What follows belongs to an exercise in optimizing a design on an open flow for small area, a short achievable clock period and few clock cycles; a production flow would make more cautious choices. In this exercise RTL edits were held to simulation tests only and were not proved equivalent to the original. Power is estimated from default activity; no workload was simulated.

==> flow/design.v <==
module dict_compress (
    input  wire       clk,
    input  wire       rst,         
    input  wire       start,       
    output wire [1:0] status,      
    output wire [2:0] err,         
    input  wire       in_valid,
    input  wire       in_end,      
    input  wire [7:0] in_data,
    output wire       in_ready,
    output wire       out_valid,
    output wire [7:0] out_data,
    input  wire       out_ready
);
    localparam [1:0] ST_IDLE = 2'd0, ST_BUSY = 2'd1, ST_DONE = 2'd2, ST_ERROR = 2'd3;
    reg [1:0] status_r;
    reg       err_r;
    reg       in_ready_r;
    reg       out_valid_r;
    reg [7:0] out_data_r;
    assign status    = status_r;
    assign err       = {err_r, 2'b00};
    assign in_ready  = in_ready_r;
    assign out_valid = out_valid_r;
    assign out_data  = out_data_r;
    wire busy     = (status_r == ST_BUSY);
    wire go       = start && !busy;
    wire take_in  = in_valid && in_ready_r;
    wire take_out = out_valid_r && out_ready;
    reg        full_r;             
    reg  [7:0] buf_r;
    reg        prod;               
    wire       push = prod && !full_r;
    reg        ph_code;            
    reg  [5:0] dj;                 
    reg  [5:0] dpos;               
    wire       dict_push = push && !ph_code;
    integer i, j, w, mm, t, pos;
    reg [6:0] cnt_in;              
    reg       s1_valid;
    reg [7:0] s1_data;
    reg  [7:0] slot [0:63];        
    reg [63:1] flag_r;
    wire [63:0] flag = {flag_r, 1'b1};    
    reg  [5:0] cum [1:7];
    reg [6:0] len3;                
    reg [6:0] n;                   
    reg [2:0] cw;                  
    reg [5:0] pos2;                
    reg       v3;
    reg [7:0] d3;
    reg       miss3;
    reg       fwd3;
    reg [7:0] rh3;                 
    reg [2:0] pre3a;               
    reg [1:0] pre3b;               
    reg [6:0] n3;                  
    reg [63:0] mv;                 
    reg [7:0]  rowhit;             
    reg [2:0]  prefa [0:63];       
    reg [1:0]  prefb [0:63];       
    reg [2:0]  pre2a;              
    reg [1:0]  pre2b;
    always @(*) begin
        for (i = 0; i < 64; i = i + 1)
            mv[i] = slot[i] == s1_data && flag[i] && (i != 0 || len3 != 7'd0);
        for (i = 0; i < 8; i = i + 1)
            rowhit[i] = |mv[8*i +: 8];
        for (i = 0; i < 64; i = i + 8) begin
            prefa[i]     = 3'd0;
            prefa[i + 1] = {2'd0, flag[i]};
            prefa[i + 2] = {2'd0, flag[i]} + {2'd0, flag[i + 1]};
            prefa[i + 3] = prefa[i + 2] + {2'd0, flag[i + 2]};
            prefa[i + 4] = prefa[i + 2] + ({2'd0, flag[i + 2]} + {2'd0, flag[i + 3]});
            prefa[i + 5] = prefa[i + 4];
            prefa[i + 6] = prefa[i + 4];
            prefa[i + 7] = prefa[i + 4];
            prefb[i]     = 2'd0;
            prefb[i + 1] = 2'd0;
            prefb[i + 2] = 2'd0;
            prefb[i + 3] = 2'd0;
            prefb[i + 4] = 2'd0;
            prefb[i + 5] = {1'b0, flag[i + 4]};
            prefb[i + 6] = {1'b0, flag[i + 4]} + {1'b0, flag[i + 5]};
            prefb[i + 7] = {1'b0, flag[i + 4]} + {1'b0, flag[i + 5]} + {1'b0, flag[i + 6]};
        end
        pre2a = 3'd0;
        pre2b = 2'd0;
        for (i = 0; i < 64; i = i + 1) begin
            pre2a = pre2a | (prefa[i] & {3{mv[i]}});
            pre2b = pre2b | (prefb[i] & {2{mv[i]}});
        end
    end
    wire hit_slot = |rowhit;
    wire fwd  = v3 && miss3 && (d3 == s1_data);
    wire hit  = hit_slot || fwd;
    wire miss = s1_valid && !hit;
    wire cw_step = (n == 7'd2) || (n == 7'd4) || (n == 7'd8) ||
                   (n == 7'd16) || (n == 7'd32);
    wire [2:0] cw_b = cw + {2'd0, cw_step};
    reg [5:0] pcum;                
    always @(*) begin
        pcum = 6'd0;
        for (i = 1; i < 8; i = i + 1)
            pcum = pcum | (cum[i] & {6{rh3[i]}});
    end
    wire [5:0] n3m1    = n3[5:0] - 6'd1;
    wire [5:0] rank    = fwd3 ? n3m1 : pcum + {3'd0, pre3a} + {4'd0, pre3b};
    wire [7:0] wr_data = {d3[7:6], miss3 ? d3[5:0] : rank};
    wire [5:0] w_addr = v3 ? len3[5:0] : dpos;
    wire [7:0] w_data = v3 ? wr_data : {d3[7:6], dj};
    always @(posedge clk) begin
        if (s1_valid && cnt_in == 7'd1)
            slot[0] <= s1_data;
        for (i = 1; i < 64; i = i + 1)
            if ((v3 || dict_push) && w_addr == i)
                slot[i] <= w_data;
        for (i = 1; i < 64; i = i + 1)
            if (go || ((v3 || dict_push) && w_addr == i))
                flag_r[i] <= v3 && miss3 && !go;
        for (i = 1; i < 8; i = i + 1)
            if (v3 && len3[5:0] == 8 * i)
                cum[i] <= n3[5:0];
    end
    wire [6:0] len_f = cnt_in;     
    wire [2:0] rem_a = 3'd3 + cw   * len_f[2:0];
    wire [2:0] rem_b = 3'd3 + cw_b * len_f[2:0];
    wire [6:0] n_b   = n + 7'd1;
    wire [7:0] hdr_a = {rem_a, 1'b0, n[6:3]};
    wire [7:0] hdr_b = {rem_b, 1'b0, n_b[6:3]};
    reg [3:0] r;                   
    reg [2:0] m;                   
    reg [2:0] carry;               
    reg [5:0] p_r;                 
    reg  [7:0] rd_row;             
    reg  [7:0] dcol;               
    reg [63:0] dx;                 
    reg [7:0]  dxg;                
    reg [2:0]  dng, dnc;
    reg [7:0]  dxr;
    always @(*) begin
        for (i = 0; i < 64; i = i + 1)
            dx[i] = i != 0 && !(rd_row[i / 8] && dcol[i % 8]) && flag[i];
        for (i = 0; i < 8; i = i + 1)
            dxg[i] = |dx[8*i +: 8];
        dng = 3'd0;
        for (i = 7; i >= 0; i = i - 1)
            if (dxg[i]) dng = i[2:0];
        dxr = dx[{dng, 3'd0} +: 8];
        dnc = 3'd0;
        for (i = 7; i >= 0; i = i - 1)
            if (dxr[i]) dnc = i[2:0];
    end
    wire [5:0] dnext = (dj == 6'd0) ? pos2 : {dng, dnc};
    reg [63:0] rrow;
    reg [47:0] row;
    always @(*) begin
        rrow = 64'd0;
        for (j = 0; j < 8; j = j + 1)
            for (i = 0; i < 8; i = i + 1)
                rrow[i*8 +: 8] = rrow[i*8 +: 8] | (slot[8*j + i] & {8{rd_row[j]}});
        for (i = 0; i < 8; i = i + 1) begin
            row[i*6 +: 6] = (((r < cnt_in[6:3]) || (r == cnt_in[6:3] && i < cnt_in[2:0])) &&
                             (r != 4'd0 || i != 0))
                            ? rrow[i*8 +: 6] : 6'd0;
        end
    end
    reg  [7:0] dbyte;
    always @(*) begin
        dbyte = 8'd0;
        for (i = 0; i < 8; i = i + 1)
            dbyte = dbyte | (rrow[i*8 +: 8] & {8{dcol[i]}});
    end
    reg [7:0] cbyte;
    always @(*) begin
        cbyte = 8'd0;
        pos   = 0;
        for (w = 1; w <= 6; w = w + 1)
            for (mm = 0; mm < w; mm = mm + 1)
                for (t = 0; t < 8; t = t + 1) begin
                    pos = 8 * mm + t;
                    cbyte[7 - t] = cbyte[7 - t] |
                        (cw == w && m == mm && row[(pos / w) * 6 + (w - 1 - pos % w)]);
                end
    end
    wire [5:0] m8p5      = {m, 3'b101};
    wire       last_code = (r > cnt_in[6:3]) || ((r == cnt_in[6:3]) && (m8p5 >= p_r));
    wire       row_end   = (m == cw - 3'd1);
    always @(posedge clk) begin
        p_r <= cw * cnt_in[2:0];
    end
    wire [7:0] pb_src   = ph_code ? cbyte : dbyte;
    wire [7:0] pbyte    = {carry, pb_src[7:3]};
    always @(posedge clk) begin
        s1_data <= in_data;
        d3      <= s1_data;
        miss3   <= !hit;
        fwd3    <= fwd;
        rh3     <= rowhit;
        pre3a   <= pre2a;
        pre3b   <= pre2b;
        n3      <= n;
        if (rst) begin
            status_r    <= ST_IDLE;
            err_r       <= 1'b0;
            in_ready_r  <= 1'b0;
            out_valid_r <= 1'b0;
            full_r      <= 1'b0;
            prod        <= 1'b0;
            s1_valid    <= 1'b0;
            v3          <= 1'b0;
        end else begin
            if (in_ready_r) begin
                carry   <= miss ? n_b[2:0] : n[2:0];
                ph_code <= (n == 7'd0) && !miss;
            end
            s1_valid <= 1'b0;
            if (take_in) begin
                if (in_end) begin
                    in_ready_r  <= 1'b0;
                    out_valid_r <= 1'b1;
                    out_data_r  <= miss ? hdr_b : hdr_a;
                    prod        <= 1'b1;
                end else if (cnt_in[6]) begin
                    in_ready_r <= 1'b0;
                    err_r      <= 1'b1;
                    status_r   <= ST_ERROR;
                end else begin
                    s1_valid <= 1'b1;
                    cnt_in   <= cnt_in + 7'd1;
                end
            end
            v3 <= s1_valid;
            if (s1_valid) begin
                if (miss && n == 7'd1)
                    pos2 <= cnt_in[5:0] - 6'd1;
                if (miss) begin
                    n  <= n + 7'd1;
                    cw <= cw_b;
                end
            end
            if (v3)
                len3 <= len3 + 7'd1;
            if (push) begin
                carry <= pb_src[2:0];
                if (!ph_code) begin
                    if ({1'b0, dj} == n - 7'd1) begin
                        ph_code <= 1'b1;
                        rd_row  <= 8'd1;
                    end else
                        rd_row  <= 8'd1 << dnext[5:3];
                    dj   <= dj + 6'd1;
                    dpos <= dnext;
                    dcol <= 8'd1 << dnext[2:0];
                end else begin
                    if (last_code)
                        prod <= 1'b0;
                    if (row_end) begin
                        m      <= 3'd0;
                        r      <= r + 4'd1;
                        rd_row <= {rd_row[6:0], rd_row[7]};
                    end else begin
                        m <= m + 3'd1;
                    end
                end
            end
            if (!out_valid_r) begin
                if (push) begin
                    out_data_r  <= pbyte;
                    out_valid_r <= 1'b1;
                end
            end else if (!full_r) begin
                if (take_out && push)
                    out_data_r <= pbyte;
                else if (take_out) begin
                    out_valid_r <= 1'b0;
                    if (!prod)
                        status_r <= ST_DONE;
                end else if (push) begin
                    buf_r  <= pbyte;
                    full_r <= 1'b1;
                end
            end else if (take_out) begin
                out_data_r <= buf_r;
                full_r     <= 1'b0;
            end
            if (go) begin
                status_r   <= ST_BUSY;
                err_r      <= 1'b0;
                in_ready_r <= 1'b1;
                cnt_in     <= 7'd0;
                n          <= 7'd0;
                len3       <= 7'd0;
                cw         <= 3'd1;
                dj         <= 6'd0;
                dpos       <= 6'd0;
                rd_row     <= 8'd1;
                dcol       <= 8'd1;
                r          <= 4'd0;
                m          <= 3'd0;
            end
        end
    end
endmodule
==> flow/flow/run.sh <==
#!/bin/bash
set -euo pipefail
bash standard.sh SETUP_SLACK_MARGIN=8.7 finish > standard_flow.log 2>&1
==> flow/standard.sh <==
#!/bin/bash
# synth_recipe.tcl (not shown) runs the flow's synth.tcl, then flattens the netlist and writes it again
# the make line also repeats each setting of config.mk as NAME=value (left out here)
make -C /OpenROAD-flow-scripts/flow DESIGN_CONFIG=/design/flow/config.mk WORK_HOME=/design/flow/orfs CLKGATE_MAP_FILE= SYNTH_SCRIPT=/design/flow/synth_recipe.tcl "${@:-finish}"
==> flow/config.mk <==
export PLATFORM = sky130hd
export DESIGN_NAME = dict_compress
export DESIGN_NICKNAME = dict_compress
export VERILOG_FILES = /design/flow/design.v
export SDC_FILE = /design/flow/constraint.sdc
export NUM_CORES = 4
export LEC_CHECK = 0
export CAP_MARGIN = 20
export CORE_MARGIN = 2
export CORE_UTILIZATION = 40
export CTS_CLUSTER_DIAMETER = 100
export CTS_CLUSTER_SIZE = 20
export PLACE_DENSITY = 0.6
export SLEW_MARGIN = 20
==> flow/constraint.sdc <==
create_clock -name core_clock -period 12.5 [get_ports {clk}]
set_input_delay 2.5000 -clock core_clock [delete_from_list [all_inputs] [get_ports {clk}]]
set_output_delay 2.5000 -clock core_clock [all_outputs]
set_load 0.01 [all_outputs]
==> reports/qor.txt, run 1 <==
status - no timing/DRC/antenna violations
WP data required - 12.87 ns
WP buf/inv - 3
crit-path cells - buf_12 -> buf_4 -> bufbuf_16 -> a22oi_1 -> nand4_1 -> nand3_1 -> nand3_1 -> a31oi_1 -> o21ai_0 -> nor4_1 -> a22o_1 -> o211ai_1
most common cell in the synthesized netlist - edfxtp_1
met3 GRT Util - 7.17%
largest net degree at the start of global routing - 82
Largest Register - slot
Tot GR Track Use - 30.1%
worst vdd ir - 0.0000919 V
Largest regs - slot: 512 flops, flag_r: 63 flops, cum: 42 flops
Critical Path Slowest Stage Cell - nand4_1
Synth top area share - 52.0%
register area share after synthesis - 54.5%
Crit path top cell by count - nand3_1
Detailed Place HPWL - 106000 um
critical path's largest stage delay - 0.59 ns
CP Class - flip-flop to flip-flop
Die Ht - 322 um
count of pins over their slew limit - 0
YS warnings - 5
Routed WL - 163000 um
clk sinks - 752
die width - 322 um
Commonest cells post-synth - edfxtp_1, xnor2_1, a22oi_1, nand2_1, nor2_1
WL per Instance - 32.7 um
met2 Track Usage GR - 45.6%
Post-Syn Area - 40500 um2
Layout area overhead - 14.8%
Max Fanout on Critical Path - 20
Worst R2R Path Depth - 12
Hold Vio Cnt, Final - 0
Post-synth EDFFs - 702
proportion of layout cells with a drive suffix above 1 - 13.9%
GR met1 Demand/Resource - 39.7%
first-pass GRT wire length - 225000 um
Filler Cell Count - 9078
CP Data Arrival Time - 4.30 ns
syn_area_per_cell - 11.8 um2
Clk Latency, worst-skew pair - 0.65 ns
setup violators final - 0
clk root buf - clkbuf_16
Slew headroom - 13.4%
RSZ-0062 raised after global routing - true
Largest register FFs - 512
Top delay family on crit path - simple AND/OR/NAND/NOR gates
Yosys cell types - 91
Num CTS Buffers - 44
Util after Layout - 46.4%
H-Tree Depth - 2
area of the core - 100000 um2
max-cap violations - 0
Slew @ Worst Pin - 1.29 ns
Core Rows - 116
CTS tree - yes
IO Count - 29
total vias in the final route - 32500
Reg clk slew, reported paths - 0.09 ns
min cycle time layout - 3.92 ns
First DRT Iteration DRCs - 5007
Routed Antenna Nets - 0
initial antenna violation count - 11
WHS Path Cells - 0
DRT Pass-1 Iters - 9
final net count - 3710
Residual DRC - 0
Pwr Density - 112 nW/um2
total gr overflow - 0
Max clock buf depth - 3
Setup Skew - 0.0439 ns
Pleak - 15.4 nW
vias in the first global route - 30400
Hold Crit Class - flip-flop to flip-flop
Synth Instances - 3445
f_max - 255 MHz
Yosys top cell by area - edfxtp_1
FFs w/ async S/R, synth - 0%
die area - 104000 um2
global placement routability congestion - 1.04
Vias/cell - 6.54
Starting Density - 40.4%
setup TNS - 0 ns
prevailing post-synth register cell - edfxtp_1
critical path depth in cells - 12
Final Cycle Share - 31.4%
dominant cells by area after synthesis - edfxtp_1, xnor2_1, a22oi_1, ha_1, dfxtp_1
busiest grt layer - met2
Critical Path Start Type - flip-flop
I/O Buffers - 26
Critical Path Sink Type - flip-flop
Hold Buf Count CTS - 0
FF+latch count, synth - 752
[layout make-up]
| cell class | count | area [um2] | share of cell area [%] |
|---|---|---|---|
| Clock buffer | 71 | 1240 | 2.68 |
| Antenna cell | 3 | 7.51 | 0.0161 |
| Timing Repair Buffer | 295 | 3140 | 6.75 |
| Clock inverter | 7 | 75.1 | 0.161 |
| Sequential cell | 752 | 22100 | 47.6 |
| Inverter | 112 | 437 | 0.939 |
| Multi-Input combinational cell | 2377 | 17800 | 38.2 |
| Tap cell | 1357 | 1700 | 3.65 |
[routing by layer]
layer	share of wire (%)	vias to the layer above	wire length [um]
met3	12	518	19300
met2	43	2447	70700
met5	0.043	-	70
met1	38	16200	61600
met4	6.8	10	11000
li1	-	13400	-
[cell usage in the layout, fill, tap and decap left out, types with 25 or more instances in the layout]
master and instances:
a21oi_1 69, a22o_1 25, a22oi_1 323, and2_1 29, buf_12 33, buf_4 194, clkbuf_1 25, clkbuf_16 52
dfxtp_1 33, edfxtp_1 702, fa_1 26, ha_1 86, inv_1 101, nand2_1 171, nand3_1 125, nand4_1 137
nor2_1 168, nor3_1 64, nor4_1 48, o21ai_0 112, xnor2_1 472, xor2_1 101
[logic make-up after synthesis]
family                   share of synthesized area, %
adder cells (fa/ha/maj)                          4.04
AO/OA/AOI/OAI                                    13.7
other                                         0.00925
buffers and inverters                            3.53
XOR/XNOR                                         12.4
AND/OR/NAND/NOR                                  11.3
multiplexers                                    0.519
flip-flops                                       54.5
[path summary, 6_finish.rpt]
kind | slack (ns) | to | start
worst max-delay path | 8.58 | out_data_r[0]$_DFFE_PN_ | rd_row[7]$_SDFFCE_PP0P_
worst min-delay path | 0.49 | buf_r[6]$_DFFE_PP_ | carry[1]$_DFFE_PP_
worst max register to register | 8.58 | out_data_r[0]$_DFFE_PN_ | rd_row[7]$_SDFFCE_PP0P_
worst min register to register | 0.49 | buf_r[6]$_DFFE_PP_ | carry[1]$_DFFE_PP_
[repair_timing]
action | 4_1_cts | 5_1_grt
pin swaps | 27 | 62
resized for setup | 178 | 131
cloned | 6 | 7
buffers inserted | 99 | 90
endpoints found under the setup margin | 445 | 279
[power by group]
part	internal, mW	switching (mW)	total (mW)	leakage, nW
Sequential	2.79	0.0642	2.86	6.83
Combinational	0.274	0.484	0.758	7.90
Clock	0.713	0.865	1.58	0.638
[through the flow]
step	instance area, um2	power, mW	std cells	hold slack [ns]	setup slack, ns
after global placement	42200	3.52	4691	0.463	7.18
after global routing	46500	5.32	4971	0.513	8.65
after floorplan	40600	3.28	3446	0.346	8.62
after detailed placement	42200	3.52	4691	0.468	7.10
after CTS	45200	5.12	4874	0.489	8.69
final	46500	5.19	4974	0.490	8.58
Testbench counts, summed over its fixed seeds: cycles 14,320.
==> inputs of run 2 (changes only) <==
--- a/flow/config.mk
+++ b/flow/config.mk
@@ -14 +14,2 @@
 export SLEW_MARGIN = 20
+export TNS_END_PERCENT = 20
==> reports/qor.txt, run 2 <==
clk root buf - clkbuf_16
final net count - 3719
first-pass GRT wire length - 233000 um
largest net degree at the start of global routing - 84
worst vdd ir - 0.0000963 V
Core Rows - 116
Commonest cells post-synth - edfxtp_1, xnor2_1, a22oi_1, nand2_1, nor2_1
Starting Density - 40.4%
Yosys cell types - 91
crit-path cells - clkdlybuf4s50_1 -> o21a_1 -> buf_4 -> nor2_1 -> nor2_1
Clk Latency, worst-skew pair - 0.68 ns
commonest non-fill, non-tap cell in the layout - edfxtp_1
critical path's largest stage delay - 0.54 ns
status - no timing/DRC/antenna violations
WL per Instance - 34.2 um
Setup Skew - 0.0418 ns
final worst setup slack - 8.58 ns
max-cap violations - 0
Critical Path Slowest Stage Cell - nor2_1
Num CTS Buffers - 45
Post-synth EDFFs - 702
Filler Cell Count - 9118
WP buf/inv - 2
Largest Register - slot
FFs w/ async S/R, synth - 0%
Post-DP Area - 42100 um2
Crit path top cell by count - nor2_1
f_max - 255 MHz
Die Ht - 322 um
Largest register FFs - 512
Layout area overhead - 16.1%
Final Cell Area - 47100 um2
IO Count - 29
DP Worst Slack - 6.77 ns
proportion of layout cells with a drive suffix above 1 - 13.6%
I/O Buffers - 26
die area - 104000 um2
Hold Crit Class - flip-flop to flip-flop
Critical Path Sink Type - flip-flop
Synth Instances - 3445
Vias/cell - 6.57
Reg clk slew, reported paths - 0.09 ns
Detailed Place HPWL - 108000 um
dominant cells by area after synthesis - edfxtp_1, xnor2_1, a22oi_1, ha_1, dfxtp_1
setup TNS - 0 ns
Max Fanout on Critical Path - 39
CP Class - input pin to flip-flop
Top delay family on crit path - buffers and inverters
Synth top area share - 52.0%
Routed WL - 170000 um
WP data required - 12.79 ns
initial antenna violation count - 5
Final Cycle Share - 31.3%
Slew @ Worst Pin - 1.40 ns
CP Data Arrival Time - 4.21 ns
Util after Layout - 46.9%
register area share after synthesis - 54.5%
Tot Pwr - 5.24 mW
Routed Antenna Nets - 0
YS warnings - 5
die width - 322 um
Pwr Density - 111 nW/um2
Critical Path Start Type - input pin
Pleak - 15.7 nW
area of the core - 100000 um2
Largest regs - slot: 512 flops, flag_r: 63 flops, cum: 42 flops
DRT Pass-1 Iters - 6
First DRT Iteration DRCs - 5334
Hold Vio Cnt, Final - 0
Post-Syn Area - 40500 um2
count of pins over their slew limit - 0
H-Tree Depth - 2
FF+latch count, synth - 752
Residual DRC - 0
Yosys top cell by area - edfxtp_1
RSZ-0062 raised after global routing - true
total gr overflow - 0
global placement routability congestion - 1.03
most frequent cells in the layout - edfxtp_1, xnor2_1, a22oi_1
vias in the first global route - 30800
prevailing post-synth register cell - edfxtp_1
min cycle time layout - 3.92 ns
most common cell in the synthesized netlist - edfxtp_1
syn_area_per_cell - 11.8 um2
setup violators final - 0
Max clock buf depth - 3
Slew headroom - 5.43%
clk sinks - 752
Tot GR Track Use - 31.5%
total vias in the final route - 32700
Hold Buf Count CTS - 0
CTS tree - yes
[run 2: cell types whose count changed in the layout (fill, tap and decap cells not counted), moves of 4 or more]
cell / delta
o21ai_1: -4
buf_2: -8
buf_4: -8
nor2b_1: +5
buf_6: -4
bufbuf_16: +11
dlygate4sd2_1: +13
[run 2: cell type report]
type	count	area (um2)	share of cell area [%]
Inverter	112	430	0.914
Clock inverter	7	91.3	0.194
Sequential cell	752	22100	47.0
Tap cell	1357	1700	3.61
Multi-Input combinational cell	2379	17900	38.1
Timing Repair Buffer	301	3580	7.60
Antenna cell	3	7.51	0.0159
Clock buffer	68	1230	2.62
[run 2: worst register-to-register path: stages, from the launching register on]
cell and delay (ns):
edfxtp_1 0.45, buf_4 0.28, a22oi_1 0.25, nand4_1 0.54, nand2_1 0.42, o22ai_1 0.13
or4_4 0.58, a2111oi_4 0.48, a31oi_4 0.11, a221o_1 0.38
[run 2: worst paths after layout]
check / startpoint / endpoint / slack, ns / depth (start not counted)
worst max-delay path: start / len3[0]$_SDFFCE_PP0P_ / 8.58 / 5
worst min-delay path: err_r$_SDFFE_PP0P_ / err_r$_SDFFE_PP0P_ / 0.50 / 2
worst max register to register: rd_row[2]$_SDFFCE_PP0P_ / out_data_r[3]$_DFFE_PN_ / 8.64 / 9
worst min register to register: err_r$_SDFFE_PP0P_ / err_r$_SDFFE_PP0P_ / 0.50 / 2
[run 2: cell families after synthesis]
kind of cell | count (synthesis) | synth area share [%]
and+or+nand+nor | 891 | 11.3
AOI/OAI and AO/OA | 776 | 13.7
DFF | 752 | 54.5
xor gates and xnor gates | 573 | 12.4
buffers and inverters | 318 | 3.53
adders and majority gates | 114 | 4.04
muxes | 20 | 0.519
other | 1 | 0.00925
[run 2: metal layers]
metal	track usage [%]	vias to the layer above	routed length, um
li1	-	13400	-
met1	41.7	16200	64000
met2	47.3	2501	73400
met3	8.28	576	21500
met4	16.7	4	11300
met5	0	-	24
[run 2: timing repair]
action / in CTS / in global routing
setup buffers: 90 / 97
gates cloned: 18 / 9
setup endpoints to repair: 449 / 448
resized for setup: 148 / 133
pin swaps: 18 / 58
[run 2: through the flow]
step	instances	hold slack [ns]
after floorplan	3446	0.346
after global placement	4687	0.478
after detailed placement	4687	0.478
after CTS	4870	0.496
after global routing	4976	0.525
final	4979	0.498
[run 2: power breakdown]
group | total, mW | internal [mW] | switching (mW)
Sequential | 2.86 | 2.79 | 0.0677
Combinational | 0.795 | 0.290 | 0.505
Clock | 1.59 | 0.699 | 0.887
==> inputs of run 3 (changes only) <==
--- a/flow/config.mk
+++ b/flow/config.mk
@@ -9,7 +9,6 @@
 export CORE_MARGIN = 2
-export CORE_UTILIZATION = 40
+export CORE_UTILIZATION = 50
 export CTS_CLUSTER_DIAMETER = 100
 export CTS_CLUSTER_SIZE = 20
-export PLACE_DENSITY = 0.6
+export PLACE_DENSITY = 0.7
 export SLEW_MARGIN = 20
-export TNS_END_PERCENT = 20
==> reports/qor.txt, run 3 <==
Max clock buf depth - 3
total vias in the final route - 33800
Tot Pwr - 5.27 mW
CP Class - flip-flop to flip-flop
clk root buf - clkbuf_16
Largest Register - slot
Yosys top cell by area - edfxtp_1
global placement routability congestion - 1.08
commonest non-fill, non-tap cell in the layout - edfxtp_1
Post-Syn Area - 40500 um2
final worst setup slack - 8.54 ns
I/O Buffers - 26
Setup Skew - 0.0506 ns
DP Worst Slack - 7.06 ns
Synth top area share - 52.0%
Slew @ Worst Pin - 1.28 ns
FFs w/ async S/R, synth - 0%
Pleak - 15.9 nW
most frequent cells in the layout - edfxtp_1, xnor2_1, a22oi_1
First DRT Iteration DRCs - 6032
most common cell in the synthesized netlist - edfxtp_1
CP Data Arrival Time - 4.33 ns
Pwr Density - 111 nW/um2
multi-input logic area - 18200 um2
clock power share - 29.9%
clk sinks - 752
min cycle time layout - 3.96 ns
prevailing post-synth register cell - edfxtp_1
Util after Layout - 59.0%
register area share after synthesis - 54.5%
Critical Path Sink Type - flip-flop
vias in the first global route - 31100
Critical Path Start Type - flip-flop
Vias/cell - 7.13
setup violators final - 0
die width - 289 um
Routed met3 length - 26100 um
WP data required - 12.87 ns
Core Rows - 104
Filler Cell Count - 6510
Routed WL - 171000 um
Flop pwr share - 54.3%
WL per Instance - 36.1 um
status - no timing/DRC/antenna violations
Max Fanout on Critical Path - 41
Int Pwr - 3.80 mW
dominant cells by area after synthesis - edfxtp_1, xnor2_1, a22oi_1, ha_1, dfxtp_1
Largest register FFs - 512
CTS tree - yes
Switch Pwr - 1.47 mW
Comb pwr share - 15.8%
Num CTS Buffers - 45
Hold Crit Class - flip-flop to flip-flop
switching share of power - 27.9%
Hold Vio Cnt, Final - 0
initial antenna violation count - 10
FF+latch count, synth - 752
DRT Pass-1 Iters - 8
worst vdd ir - 0.000146 V
Final Cycle Share - 31.7%
Metal-1 WL - 61000 um
Yosys cell types - 91
Routed Antenna Nets - 0
H-Tree Depth - 2
Post-synth EDFFs - 702
Layout area overhead - 17.0%
proportion of layout cells with a drive suffix above 1 - 16.6%
die area - 83400 um2
Synth Instances - 3445
Largest regs - slot: 512 flops, flag_r: 63 flops, cum: 42 flops
Starting Density - 50.4%
count of pins over their slew limit - 0
Die Ht - 289 um
total gr overflow - 0
YS warnings - 5
area of the core - 80400 um2
final net count - 3769
met2 wire length - 71400 um
Detailed Place HPWL - 108000 um
area occupied by registers - 22100 um2
max-cap violations - 0
Commonest cells post-synth - edfxtp_1, xnor2_1, a22oi_1, nand2_1, nor2_1
Residual DRC - 0
IO Count - 29
setup TNS - 0 ns
RSZ-0062 raised after global routing - true
Reg clk slew, reported paths - 0.09 ns
syn_area_per_cell - 11.8 um2
Hold Buf Count CTS - 0
f_max - 253 MHz
Slew headroom - 14.2%
highest routing layer actually used - met5
Clk Latency, worst-skew pair - 0.65 ns
largest net degree at the start of global routing - 65
first-pass GRT wire length - 230000 um
Tot GR Track Use - 38.7%
==> run 3: changes by cell type in the layout (fill, tap and decap cells not counted), moves of 7 or more <==
| cell | delta |
|---|---|
| buf_4 | +29 |
| buf_6 | +19 |
| bufbuf_16 | -10 |
| dlygate4sd2_1 | -10 |
| clkbuf_1 | +8 |
| nor4_1 | -8 |
| buf_12 | -7 |
==> run 3: layout make-up <==
| cell class | count | share of cell area (%) |
|---|---|---|
| Clock inverter | 8 | 0.200 |
| Timing Repair Buffer | 350 | 8.30 |
| Tap cell | 1060 | 2.80 |
| Antenna cell | 5 | 0.0264 |
| Inverter | 112 | 0.968 |
| Multi-Input combinational cell | 2380 | 38.4 |
| Sequential cell | 752 | 46.7 |
| Clock buffer | 76 | 2.64 |
==> run 3: final timing paths <==
path	cells past startpoint	from	end	slack (ns)
worst max-delay path	7	rd_row[1]$_SDFFCE_PP0P_	out_data_r[3]$_DFFE_PN_	8.54
worst min-delay path	0	d3[7]$_DFF_P_	slot[4][7]$_DFFE_PP_	0.47
worst max register to register	7	rd_row[1]$_SDFFCE_PP0P_	out_data_r[3]$_DFFE_PN_	8.54
worst min register to register	0	d3[7]$_DFF_P_	slot[4][7]$_DFFE_PP_	0.47
==> run 3: power groups by stage <==
stage	Clock, mW	Sequential [mW]	Combinational [mW]
final	1.58	2.86	0.832
after global routing	1.65	2.86	0.856
after CTS	1.57	2.86	0.698
after detailed placement	0	2.94	0.587
after global placement	0	2.94	0.588
after floorplan	0	2.88	0.400
==> run 3: worst max-delay path: stages, from the launching register on <==
cell and delay, ns:
edfxtp_1 0.37, buf_4 0.30, buf_6 0.31, a22oi_1 0.25
a41oi_1 0.49, nor4_1 1.20, a31oi_2 0.38, a221o_1 0.37
==> run 3: layer usage <==
metal  track usage (%)  vias to the layer above
met5             0.966                        -
met4              20.9                        6
met3              11.8                      730
met2              57.1                     3084
met1              51.3                    16500
li1                  -                    13500
==> run 3: cells by family (layout without fill, tap and decap cells) <==
family	Yosys count	count (layout)	share of synthesized area, %
compound gates	776	777	13.7
other cells	1	7	0.00925
xor+xnor	573	573	12.4
flops	752	752	54.5
fa+ha+maj	114	114	4.04
buf+inv	318	546	3.53
mux	20	20	0.519
simple gates	891	894	11.3
==> run 3: what timing repair did <==
| action | 4_1_cts | 5_1_grt |
|---|---|---|
| cloned | 14 | 20 |
| buffers inserted | 104 | 119 |
| gates resized for setup | 214 | 195 |
| pin swaps | 42 | 74 |
| setup endpoints to repair | 442 | 301 |
==> run 3: metrics by stage <==
step	std cells	area, um2	hold WS (ns)
floorplan	3446	40600	0.346
global placement	4397	41900	0.447
detailed placement	4397	41900	0.443
CTS	4599	45200	0.467
global route	4739	47400	0.482
finish	4743	47400	0.473
==> inputs of run 4 (changes only) <==
--- a/flow/design.v
+++ b/flow/design.v
@@ -35,3 +35,4 @@
     reg  [5:0] dj;                 
-    reg  [5:0] dpos;               
+    reg  [7:0] rd_row;             
+    reg  [7:0] dcol;               
     wire       dict_push = push && !ph_code;
@@ -109,3 +110,2 @@
     wire [7:0] wr_data = {d3[7:6], miss3 ? d3[5:0] : rank};
-    wire [5:0] w_addr = v3 ? len3[5:0] : dpos;
     wire [7:0] w_data = v3 ? wr_data : {d3[7:6], dj};
@@ -115,6 +115,6 @@
         for (i = 1; i < 64; i = i + 1)
-            if ((v3 || dict_push) && w_addr == i)
+            if (v3 ? len3[5:0] == i : (dict_push && rd_row[i / 8] && dcol[i % 8]))
                 slot[i] <= w_data;
         for (i = 1; i < 64; i = i + 1)
-            if (go || ((v3 || dict_push) && w_addr == i))
+            if (go || (v3 ? len3[5:0] == i : (dict_push && rd_row[i / 8] && dcol[i % 8])))
                 flag_r[i] <= v3 && miss3 && !go;
@@ -134,4 +134,2 @@
     reg [5:0] p_r;                 
-    reg  [7:0] rd_row;             
-    reg  [7:0] dcol;               
     reg [63:0] dx;                 
@@ -252,3 +250,2 @@
                     dj   <= dj + 6'd1;
-                    dpos <= dnext;
                     dcol <= 8'd1 << dnext[2:0];
@@ -295,3 +292,2 @@
                 dj         <= 6'd0;
-                dpos       <= 6'd0;
                 rd_row     <= 8'd1;
--- a/flow/config.mk
+++ b/flow/config.mk
@@ -9,6 +9,6 @@
 export CORE_MARGIN = 2
-export CORE_UTILIZATION = 50
+export CORE_UTILIZATION = 40
 export CTS_CLUSTER_DIAMETER = 100
 export CTS_CLUSTER_SIZE = 20
-export PLACE_DENSITY = 0.7
+export PLACE_DENSITY = 0.6
 export SLEW_MARGIN = 20
==> reports/qor.txt, run 4 <==
Final Cycle Share - 31.9%
worst vdd ir - 0.000103 V
Pleak - 15.7 nW
I/O Buffers - 26
proportion of layout cells with a drive suffix above 1 - 16.4%
setup violators final - 0
die area - 104000 um2
Post-DP Area - 42400 um2
Commonest cells post-synth - edfxtp_1, xnor2_1, a22oi_1, nand2_1, nand4_1
vias in the first global route - 30600
Post-synth EDFFs - 696
initial antenna violation count - 5
Yosys top cell by area - edfxtp_1
setup TNS - 0 ns
Synth top area share - 51.4%
Final Cell Area - 47500 um2
total gr overflow - 0
Yosys cell types - 89
Core Rows - 116
Largest Register - slot
largest net degree at the start of global routing - 73
Residual DRC - 0
IO Count - 29
H-Tree Depth - 2
Die Ht - 323 um
Starting Density - 40.5%
CTS tree - yes
Slew headroom - 22.2%
RSZ-0062 raised after global routing - true
commonest non-fill, non-tap cell in the layout - edfxtp_1
Reg2Reg Setup Slack - 8.52 ns
clk sinks - 746
die width - 323 um
WL per Instance - 34.4 um
Hold Crit Class - flip-flop to flip-flop
dominant cells by area after synthesis - edfxtp_1, xnor2_1, a22oi_1, ha_1, dfxtp_1
Synth Instances - 3448
FF+latch count, synth - 746
Post-Syn Area - 40700 um2
Filler Cell Count - 9110
min cycle time layout - 3.98 ns
Worst Setup SP - rd_row[6]$_SDFFCE_PP0P_
min-delay src - err_r$_SDFFE_PP0P_
Pwr Density - 111 nW/um2
Tot GR Track Use - 31.8%
worst reg2reg endpoint - dcol[1]$_SDFFCE_PP0P_
global placement routability congestion - 1.03
clk root buf - clkbuf_16
First DRT Iteration DRCs - 4837
Slew @ Worst Pin - 1.16 ns
f_max - 251 MHz
WP data required - 12.92 ns
Max Fanout on Critical Path - 10
Reg2Reg Launch Point - rd_row[6]$_SDFFCE_PP0P_
area of the core - 100000 um2
first-pass GRT wire length - 236000 um
CP Data Arrival Time - 4.40 ns
max-cap violations - 0
DRT Pass-1 Iters - 7
Critical Path Start Type - flip-flop
Vias/cell - 6.45
YS warnings - 5
Setup Skew - 0.0250 ns
total vias in the final route - 32200
register area share after synthesis - 53.9%
Num CTS Buffers - 45
Critical Path Sink Type - flip-flop
CP Class - flip-flop to flip-flop
Worst R2R Path Depth - 14
Largest register FFs - 512
Detailed Place HPWL - 113000 um
most common cell in the synthesized netlist - edfxtp_1
Largest regs - slot: 512 flops, flag_r: 63 flops, cum: 42 flops
Worst Setup EP - dcol[1]$_SDFFCE_PP0P_
status - no timing/DRC/antenna violations
prevailing post-synth register cell - edfxtp_1
Routed Antenna Nets - 0
most frequent cells in the layout - edfxtp_1, xnor2_1, a22oi_1
FFs w/ async S/R, synth - 0%
Layout area overhead - 16.8%
Clk Latency, worst-skew pair - 0.66 ns
Routed WL - 172000 um
Reg clk slew, reported paths - 0.09 ns
count of pins over their slew limit - 0
final net count - 3737
syn_area_per_cell - 11.8 um2
Hold Vio Cnt, Final - 0
Max clock buf depth - 3
-- run 4: layout make-up --
cell class	count	area, um2	share of cell area (%)
Inverter	100	394	0.830
Tap cell	1357	1700	3.57
Antenna cell	1	2.50	0.00527
Multi-Input combinational cell	2391	18600	39.1
Clock inverter	7	101	0.213
Clock buffer	75	1270	2.67
Sequential cell	746	21900	46.2
Timing Repair Buffer	323	3490	7.35
-- run 4: power by group --
part / total (mW) / switching, mW / internal, mW
clock network: 1.61 / 0.883 / 0.730
logic: 0.809 / 0.511 / 0.298
registers: 2.85 / 0.0755 / 2.78
-- run 4: worst max-delay path, stage by stage (launching register included) --
cell,delay [ns]
edfxtp_1,0.41
buf_12,0.19
buf_16,0.18
a21boi_0,0.20
a221oi_2,0.26
nand4_1,0.13
buf_4,0.20
o211ai_4,0.45
a41oi_1,0.30
o211a_1,0.31
a31oi_4,0.22
nor2b_2,0.11
a2111oi_4,0.39
or3_4,0.21
and3b_1,0.17
-- run 4: logic make-up after synthesis --
family,synth area share (%)
compound gates,13.8
xor+xnor,12.4
fa+ha+maj,4.09
buf+inv,3.58
flops,53.9
mux,0.283
other cells,0.00922
simple gates,12.0
-- run 4: stage by stage --
stage | util (%) | cells | power, mW | setup slack (ns) | hold WS [ns]
after detailed placement | 42.2 | 4699 | 3.54 | 7.26 | 0.480
after global routing | 47.3 | 4999 | 5.40 | 8.44 | 0.518
final | 47.3 | 5000 | 5.28 | 8.52 | 0.492
after floorplan | - | 3449 | 3.29 | 8.61 | 0.346
after global placement | 42.1 | 4698 | 3.54 | 7.32 | 0.483
after CTS | 45.8 | 4910 | 5.21 | 8.63 | 0.497
-- run 4: how the worst min path moves through the flow --
stage                              end  slack, ns  cells past startpoint
finish              err_r$_SDFFE_PP0P_       0.49                      2
global route        buf_r[6]$_DFFE_PP_       0.52                      0
CTS                 err_r$_SDFFE_PP0P_       0.50                      2
detailed placement  buf_r[6]$_DFFE_PP_       0.48                      0
global placement    err_r$_SDFFE_PP0P_       0.48                      2
floorplan                n3[3]$_DFF_P_       0.35                      0
-- run 4: timing repair --
item | 4_1_cts | 5_1_grt
resized for setup | 241 | 133
gates cloned | 9 | 7
pin swaps | 46 | 61
setup endpoints to repair | 425 | 555
setup buffers | 120 | 77
hold buffers | 0 | 0
-- run 4: routing by layer --
metal	share of wire [%]	routed length (um)	track usage, %
met4	6.8	11800	17.7
met5	0.0070	12	0
met2	43	74800	48.2
met3	10	17700	6.05
met1	39	67900	42.8
Testbench counts of run 4, summed over its fixed seeds: cycles 14,320.
==> inputs of run 5 (changes only) <==
--- a/flow/design.v
+++ b/flow/design.v
@@ -35,4 +35,3 @@
     reg  [5:0] dj;                 
-    reg  [7:0] rd_row;             
-    reg  [7:0] dcol;               
+    reg  [5:0] dpos;               
     wire       dict_push = push && !ph_code;
@@ -46,3 +45,2 @@
     reg  [5:0] cum [1:7];
-    reg [6:0] len3;                
     reg [6:0] n;                   
@@ -66,3 +64,3 @@
         for (i = 0; i < 64; i = i + 1)
-            mv[i] = slot[i] == s1_data && flag[i] && (i != 0 || len3 != 7'd0);
+            mv[i] = slot[i] == s1_data && flag[i] && (i != 0 || cnt_in[6:1] != 6'd0);
         for (i = 0; i < 8; i = i + 1)
@@ -110,2 +108,4 @@
     wire [7:0] wr_data = {d3[7:6], miss3 ? d3[5:0] : rank};
+    wire [6:0] len3   = cnt_in - 7'd1 - {6'd0, s1_valid};
+    wire [5:0] w_addr = v3 ? len3[5:0] : dpos;
     wire [7:0] w_data = v3 ? wr_data : {d3[7:6], dj};
@@ -115,6 +115,6 @@
         for (i = 1; i < 64; i = i + 1)
-            if (v3 ? len3[5:0] == i : (dict_push && rd_row[i / 8] && dcol[i % 8]))
+            if ((v3 || dict_push) && w_addr == i)
                 slot[i] <= w_data;
         for (i = 1; i < 64; i = i + 1)
-            if (go || (v3 ? len3[5:0] == i : (dict_push && rd_row[i / 8] && dcol[i % 8])))
+            if (go || ((v3 || dict_push) && w_addr == i))
                 flag_r[i] <= v3 && miss3 && !go;
@@ -134,2 +134,4 @@
     reg [5:0] p_r;                 
+    reg  [7:0] rd_row;             
+    reg  [7:0] dcol;               
     reg [63:0] dx;                 
@@ -239,4 +241,2 @@
             end
-            if (v3)
-                len3 <= len3 + 7'd1;
             if (push) begin
@@ -250,2 +250,3 @@
                     dj   <= dj + 6'd1;
+                    dpos <= dnext;
                     dcol <= 8'd1 << dnext[2:0];
@@ -289,5 +290,5 @@
                 n          <= 7'd0;
-                len3       <= 7'd0;
                 cw         <= 3'd1;
                 dj         <= 6'd0;
+                dpos       <= 6'd0;
                 rd_row     <= 8'd1;
==> reports/qor.txt, run 5 <==
Post-DP Area - 41700 um2
Slew @ Worst Pin - 1.22 ns
Core Rows - 116
WL per Instance - 34.8 um
Top delay family on crit path - simple AND/OR/NAND/NOR gates
Clk Latency, worst-skew pair - 0.67 ns
critical path's largest stage delay - 0.78 ns
worst vdd ir - 0.000117 V
H-Tree Depth - 2
Final Cell Area - 46100 um2
Hold Vio Cnt, Final - 0
setup violators final - 0
area of the core - 99700 um2
Critical Path Slowest Stage Cell - nor4_1
Largest Register - slot
Synth top area share - 52.1%
Setup Skew - 0.0442 ns
Pwr Density - 113 nW/um2
Tot GR Track Use - 31.7%
Layout Cells excl Fill - 4866
count of pins over their slew limit - 0
setup TNS - 0 ns
WP data required - 12.91 ns
commonest non-fill, non-tap cell in the layout - edfxtp_1
Layout area overhead - 15.1%
Yosys top cell by area - edfxtp_1
RSZ-0062 raised after global routing - true
clk sinks - 745
CP Class - flip-flop to flip-flop
clk root buf - clkbuf_16
f_max - 251 MHz
DRT Pass-1 Iters - 8
Synth Area in Compound Gates - 13.8%
vias in the first global route - 30400
mux contribution to synthesized area - 0.525%
Starting Density - 40.2%
die area - 103000 um2
Tot Pwr - 5.20 mW
prevailing post-synth register cell - edfxtp_1
DP Cell Count - 4603
Slew headroom - 18.1%
Residual DRC - 0
First DRT Iteration DRCs - 5923
first-pass GRT wire length - 233000 um
FF+latch count, synth - 745
Die Ht - 320 um
Pleak - 15.0 nW
initial antenna violation count - 6
Routed WL - 169000 um
die width - 320 um
FFs w/ async S/R, synth - 0%
Vias/cell - 6.71
Post-synth EDFFs - 695
status - no timing/DRC/antenna violations
register area share after synthesis - 54.6%
Filler Cell Count - 8988
total gr overflow - 0
I/O Buffers - 26
Critical Path Start Type - flip-flop
syn_area_per_cell - 11.7 um2
Largest register FFs - 512
dominant cells by area after synthesis - edfxtp_1, xnor2_1, a22oi_1, ha_1, dfxtp_1
most common cell in the synthesized netlist - edfxtp_1
total vias in the final route - 32600
most frequent cells in the layout - edfxtp_1, xnor2_1, a22oi_1
Num CTS Buffers - 45
CP Data Arrival Time - 4.40 ns
max-cap violations - 0
Max clock buf depth - 3
final net count - 3660
CTS tree - yes
Max Fanout on Critical Path - 43
Detailed Place HPWL - 105000 um
Yosys cell types - 95
Reg clk slew, reported paths - 0.10 ns
Largest regs - slot: 512 flops, flag_r: 63 flops, cum: 42 flops
WP buf/inv - 2
Synth Instances - 3427
Simple-Gate Fraction of Synth Area - 11.3%
min cycle time layout - 3.99 ns
YS warnings - 5
Final Cycle Share - 31.9%
proportion of layout cells with a drive suffix above 1 - 14.3%
largest net degree at the start of global routing - 85
global placement routability congestion - 0.987
Routed Antenna Nets - 0
Adder-Cell Fraction of Synth Area - 4.08%
crit-path cells - buf_12 -> buf_4 -> a22oi_1 -> a41oi_1 -> nor4_1 -> nand2_1 -> nor3_1 -> a21oi_1 -> a221oi_1 -> a211oi_1
XOR/XNOR Fraction of Synth Area - 12.6%
Hold Crit Class - flip-flop to flip-flop
Critical Path Sink Type - flip-flop
IO Count - 29
Post-Syn Area - 40100 um2
Commonest cells post-synth - edfxtp_1, xnor2_1, a22oi_1, nand2_1, nor2_1
largest family of logic cells by synthesized area - compound AO/OA/AOI/OAI gates
run 5: cell families (layout without fill, tap and decap cells):
family / count (synthesis) / count (layout)
buffers and inverters: 308 / 439
multiplexers: 20 / 20
adder cells (fa/ha/maj): 114 / 114
AND/OR/NAND/NOR: 897 / 898
other: 1 / 9
AO/OA/AOI/OAI: 765 / 766
XOR/XNOR: 577 / 577
flip-flops: 745 / 745
run 5: final cells by class:
type | instances | area (um2) | share of cell area, %
Antenna cell | 7 | 17.5 | 0.0380
Tap cell | 1298 | 1620 | 3.52
Multi-Input combinational cell | 2377 | 17900 | 38.8
Clock buffer | 69 | 1260 | 2.73
Clock inverter | 7 | 78.8 | 0.171
Timing Repair Buffer | 260 | 2900 | 6.29
Inverter | 103 | 400 | 0.868
Sequential cell | 745 | 21900 | 47.5
run 5: power breakdown:
group	switching (mW)	total (mW)	internal (mW)
logic	0.507	0.780	0.273
clock network	0.884	1.59	0.708
registers	0.0594	2.82	2.76
run 5: repair_timing:
item,CTS,global route
hold buffers,0,0
gates cloned,11,6
pin swaps,14,44
setup endpoints to repair,775,857
resized for setup,181,163
setup buffers,100,63
run 5: per-layer routing:
layer  part of all wire [%]  GRT usage, %
met2                     41          45.0
met5                  0.030         0.378
met1                     38          43.0
met4                    6.9          17.8
met3                     14          9.60
run 5: worst paths after layout:
path	start	to	slack, ns	depth (start not counted)
worst max-delay path	rd_row[0]$_SDFFCE_PP1P_	out_data_r[3]$_DFFE_PN_	8.51	10
worst min-delay path	carry[0]$_DFFE_PP_	buf_r[5]$_DFFE_PP_	0.48	0
worst max register to register	rd_row[0]$_SDFFCE_PP1P_	out_data_r[3]$_DFFE_PN_	8.51	10
worst min register to register	carry[0]$_DFFE_PP_	buf_r[5]$_DFFE_PP_	0.48	0
run 5: through the flow:
stage	setup WS, ns	hold slack, ns	utilization [%]
floorplan	8.70	0.346	-
global placement	6.72	0.456	41.8
detailed placement	6.61	0.452	41.8
CTS	8.54	0.473	45.0
global route	8.57	0.489	46.2
finish	8.51	0.482	46.3
run 5: worst reg2reg max path: stages, from the launching register on:
cell	delay, ns
edfxtp_1	0.43
buf_12	0.20
buf_4	0.34
a22oi_1	0.31
a41oi_1	0.29
nor4_1	0.78
nand2_1	0.32
nor3_1	0.43
a21oi_1	0.21
a221oi_1	0.33
a211oi_1	0.08
Testbench counts of run 5, summed over its fixed seeds: cycles 14,320.

[port drivers added, routing unchanged]
Ports are ideal in the flow. The routed layouts listed here were re-timed in OpenROAD.
Step 1 (the two cells are an assumption about what drives the block):
set clk [get_ports {clk}]
set_driving_cell -lib_cell sky130_fd_sc_hd__clkbuf_16 $clk
set_driving_cell -lib_cell sky130_fd_sc_hd__buf_2 [delete_from_list [all_inputs] $clk]
Step 2 moves the port delays by t, midway between the first and last clock arrival at a register: inputs arrive t later, outputs are due t later. That takes back most of the time a late clock gives input paths.
Three values: ideal ports, drivers, drivers and shift; two values: the first two.
| run | shift t [ns] | setup slack, ns | worst setup path after step 2 | latest minus earliest clock arrival (ns) | worst register clock-pin slew, ns |
|---|---|---|---|---|---|
| run 1 | 0.696 | 8.576 / 8.576 / 8.081 | input to register | 0.048 / 0.048 | 0.09 / 0.09 |
| run 2 | 0.727 | 8.584 / 8.537 / 7.898 | input to register | 0.044 / 0.044 | 0.10 / 0.10 |
| run 3 | 0.700 | 8.542 / 8.542 / 8.039 | input to register | 0.051 / 0.051 | 0.10 / 0.10 |
| run 4 | 0.715 | 8.516 / 8.516 / 8.050 | input to register | 0.028 / 0.028 | 0.09 / 0.09 |
| run 5 | 0.720 | 8.509 / 8.509 / 8.056 | input to register | 0.044 / 0.045 | 0.10 / 0.10 |
After both steps every run listed still meets setup and hold. For run 2, which loses most, drivers alone change the setup slack by -0.047 ns; drivers and shift together by -0.686 ns.
